This is an optimization exercise on Yosys and OpenROAD, whose aim is small area, not a production implementation.
The RTL was checked by simulation tests, not by an equivalence proof against the original design.

==> inputs of 10-28 <==
==> flow/design.v <==
module optorx_serial_row (
    input  wire        clk,
    input  wire        rst,         
    input  wire        in_valid,
    input  wire [63:0] in_data,
    output reg         out_valid,
    output reg  [63:0] out_data,
    output reg         st_valid,
    output reg  [3:0]  st_active,
    output reg  [3:0]  st_ok,
    output reg  [15:0] st_goh,
    output reg  [11:0] st_bad
);
    localparam [3:0] LANE_HDR_TAG = 4'h4;
    localparam [3:0] LANE_FTR_TAG = 4'hB;
    reg        is_hdr;
    reg        is_ftr;
    reg [3:0]  wk;           
    reg [3:0]  blk;          
    wire       is_cycle = !is_hdr && !is_ftr;
    wire       wr       = in_valid && is_cycle;
    wire       blk_done = wr && (wk == 4'd15);
    wire       dir_h    = blk[0];
    always @(posedge clk) begin
        if (rst) begin
            is_hdr <= 1'b1;
            is_ftr <= 1'b0;
            wk     <= 4'd0;
            blk    <= 4'd0;
        end else if (in_valid) begin
            if (is_hdr) begin
                is_hdr <= 1'b0;
            end else if (is_ftr) begin
                is_ftr <= 1'b0;
                is_hdr <= 1'b1;
            end else begin
                wk <= wk + 4'd1;
                if (wk == 4'd15) begin
                    if (blk == 4'd11) begin
                        blk    <= 4'd0;
                        is_ftr <= 1'b1;
                    end else begin
                        blk <= blk + 4'd1;
                    end
                end
            end
        end
    end
    reg par;
    always @(posedge clk)
        par <= rst ? 1'b0 : ~par;
    wire [15:0] en;
    wire [15:0] sh_l, sh_u;
    genvar gx;
    generate
        for (gx = 0; gx < 16; gx = gx + 1) begin : g_en
            assign en[gx]   = wr || (gx + wk < 16);
            assign sh_l[gx] = dir_h && en[gx];
            assign sh_u[gx] = !dir_h && en[gx];
        end
    endgenerate
    wire [63:0] in_x = in_data ^ {64{par}};
    wire [1023:0] arr;
    genvar gr, gj, gc;
    generate
        for (gr = 0; gr < 16; gr = gr + 1) begin : g_r
            for (gj = 0; gj < 16; gj = gj + 1) begin : g_j
                wire [3:0] src_l, src_u, q;
                for (gc = 0; gc < 4; gc = gc + 1) begin : g_c
                    if (gj == 15) begin : g_il
                        assign src_l[gc] = in_x[16*gc + gr];
                    end else begin : g_nl
                        assign src_l[gc] = arr[256*gc + 16*gr + gj + 1];
                    end
                    if (gr == 15) begin : g_iu
                        assign src_u[gc] = in_x[16*gc + gj];
                    end else begin : g_nu
                        assign src_u[gc] = arr[256*gc + 16*(gr+1) + gj];
                    end
                    assign arr[256*gc + 16*gr + gj] = q[gc];
                end
                wire hld;
                optorx_serial_hold u_hold (
                    .sh_l(sh_l[gj]), .sh_u(sh_u[gr]), .hld(hld)
                );
                optorx_serial_cell u_cell (
                    .clk(clk), .sh_l(sh_l[gj]), .sh_u(sh_u[gr]), .hld(hld),
                    .src_l(src_l), .src_u(src_u), .q(q)
                );
            end
        end
    endgenerate
    reg [3:0] rd_cnt;
    always @(posedge clk) begin
        if (rst) begin
            out_valid <= 1'b0;
            rd_cnt    <= 4'd0;
        end else if (blk_done) begin
            out_valid <= 1'b1;
            rd_cnt    <= 4'd0;
        end else if (out_valid) begin
            rd_cnt <= rd_cnt + 4'd1;
            if (rd_cnt == 4'd15)
                out_valid <= 1'b0;
        end
    end
    integer c, b;
    always @(*) begin
        for (c = 0; c < 4; c = c + 1)
            for (b = 0; b < 16; b = b + 1)
                out_data[16*c + b] = par ^ (dir_h ? arr[256*c + 16*(15-b)]
                                                  : arr[256*c + 15-b]);
    end
    reg [3:0]  h_act, h_bad;
    reg [15:0] h_goh;
    reg [3:0]  f_tag_bad, f_goh_bad;
    integer l;
    always @(posedge clk) begin
        for (l = 0; l < 4; l = l + 1) begin
            if (in_valid && is_hdr) begin
                h_act[l]       <= in_data[16*l];
                h_goh[4*l +: 4] <= in_data[16*l+8 +: 4];
                h_bad[l]       <= in_data[16*l] && (in_data[16*l+12 +: 4] != LANE_HDR_TAG);
            end
            f_tag_bad[l] <= h_act[l] && (in_data[16*l+12 +: 4] != LANE_FTR_TAG);
            f_goh_bad[l] <= h_act[l] && (in_data[16*l+8 +: 4] != h_goh[4*l +: 4]);
        end
    end
    always @(posedge clk)
        st_valid <= !rst && in_valid && is_ftr;
    always @(*) begin
        st_active = h_act;
        st_goh    = h_goh;
        for (l = 0; l < 4; l = l + 1) begin
            st_bad[3*l +: 3] = {f_goh_bad[l], f_tag_bad[l], h_bad[l]};
            st_ok[l]         = h_act[l] && !(h_bad[l] || f_tag_bad[l] || f_goh_bad[l]);
        end
    end
endmodule
module optorx_serial_cell (
    input  wire       clk,
    input  wire       sh_l,
    input  wire       sh_u,
    input  wire       hld,
    input  wire [3:0] src_l,
    input  wire [3:0] src_u,
    output reg  [3:0] q
);
    always @(posedge clk)
        q <= ~(({4{sh_l}} & src_l) | ({4{sh_u}} & src_u) | ({4{hld}} & q));
endmodule
module optorx_serial_hold (
    input  wire sh_l,
    input  wire sh_u,
    output wire hld
);
    assign hld = !(sh_l || sh_u);
endmodule
==> flow/flow/run.sh <==
#!/bin/bash
# Layout flow: the standard flow (standard.sh, unchanged synthesis) with
#  - the smallest buffer (buf_1) on every input and output port, and
#  - a clock tree built from clkbuf_16 with larger sink clusters and no
#    dummy loads.
# make's full output goes to flow_make.log in the work folder; ORFS keeps
# each step's log under orfs/logs/.
set -euo pipefail
cd "$(dirname "$0")/.."
bash standard.sh \
    'BUFFER_PORTS_ARGS=-buffer_cell sky130_fd_sc_hd__buf_1' \
    'CTS_ARGS=-sink_clustering_enable -repair_clock_nets -dont_use_dummy_load -sink_clustering_size 28 -sink_clustering_max_diameter 90 -buf_list {sky130_fd_sc_hd__clkbuf_16}' \
    finish > flow_make.log 2>&1
==> flow/standard.sh <==
#!/bin/bash
# synth_recipe.tcl (not shown) runs the flow's synth.tcl, then flattens the netlist and writes it again
# the make line also repeats each setting of config.mk as NAME=value (left out here)
make -C /OpenROAD-flow-scripts/flow DESIGN_CONFIG=/design/flow/config.mk WORK_HOME=/design/flow/orfs CLKGATE_MAP_FILE= SYNTH_SCRIPT=/design/flow/synth_recipe.tcl "${@:-finish}"
==> flow/config.mk <==
export PLATFORM = sky130hd
export DESIGN_NAME = optorx_serial_row
export DESIGN_NICKNAME = optorx_serial_row
export VERILOG_FILES = /design/flow/design.v
export SDC_FILE = /design/flow/constraint.sdc
export NUM_CORES = 4
export LEC_CHECK = 0
export CAP_MARGIN = 20
export CELL_PAD_IN_SITES_DETAIL_PLACEMENT = 1
export CELL_PAD_IN_SITES_GLOBAL_PLACEMENT = 2
export CORE_MARGIN = 2
export CORE_UTILIZATION = 30
export PLACE_DENSITY = 0.45
export SLEW_MARGIN = 20
export SYNTH_HIERARCHICAL = 1
export SYNTH_MINIMUM_KEEP_SIZE = 0
==> flow/constraint.sdc <==
create_clock -name core_clock -period 5.0 [get_ports {clk}]
set_input_delay 1.0000 -clock core_clock [delete_from_list [all_inputs] [get_ports {clk}]]
set_output_delay 1.0000 -clock core_clock [all_outputs]
set_load 0.01 [all_outputs]
==> 09-14: changes against 10-28 <==
--- a/flow/flow/run.sh
+++ b/flow/flow/run.sh
@@ -10,4 +10,4 @@
 bash standard.sh \
     'BUFFER_PORTS_ARGS=-buffer_cell sky130_fd_sc_hd__buf_1' \
-    'CTS_ARGS=-sink_clustering_enable -repair_clock_nets -dont_use_dummy_load -sink_clustering_size 28 -sink_clustering_max_diameter 90 -buf_list {sky130_fd_sc_hd__clkbuf_16}' \
+    'CTS_ARGS=-sink_clustering_enable -repair_clock_nets -dont_use_dummy_load -sink_clustering_size 24 -sink_clustering_max_diameter 80 -buf_list {sky130_fd_sc_hd__clkbuf_16}' \
     finish > flow_make.log 2>&1
==> summary of the runs <==
Against 10-28, the worst hold slack of 09-14 is better by 0.021 ns.
In via count, 09-14 and 10-28 hardly differ.
In die area, 10-28 and 09-14 do not differ.
Against 10-28, the setup slack of 09-14 is lower by 0.077 ns.

==> what the ideal ports hide <==
No port has a modelled driver above. Below, the same layouts with a new extraction and two added sets of constraints. Step 1: set_driving_cell puts a clkbuf_16 on clk and a buf_2 on each other input, an assumption about the parent block. Step 2 moves the port delays by t, midway between the first and last clock arrival at a register: inputs arrive t later, outputs are due t later. That takes back most of the time a late clock gives input paths. Three values: ideal ports, drivers, drivers and shift; two values: the first two.
| run | t (ns) | setup slack, ns | hold slack, ns | worst register clock-pin slew, ns | pins driven straight from the clock port |
|---|---|---|---|---|---|
| 10-28 | 0.744 | 0.990 / 0.916 / 0.994 | 0.436 / 0.436 / 0.436 | 0.11 / 0.11 | 1 |
| 09-14 | 0.751 | 0.913 / 0.838 / 1.031 | 0.456 / 0.456 / 0.456 | 0.10 / 0.10 | 1 |
After both steps setup and hold are still met in every run listed.
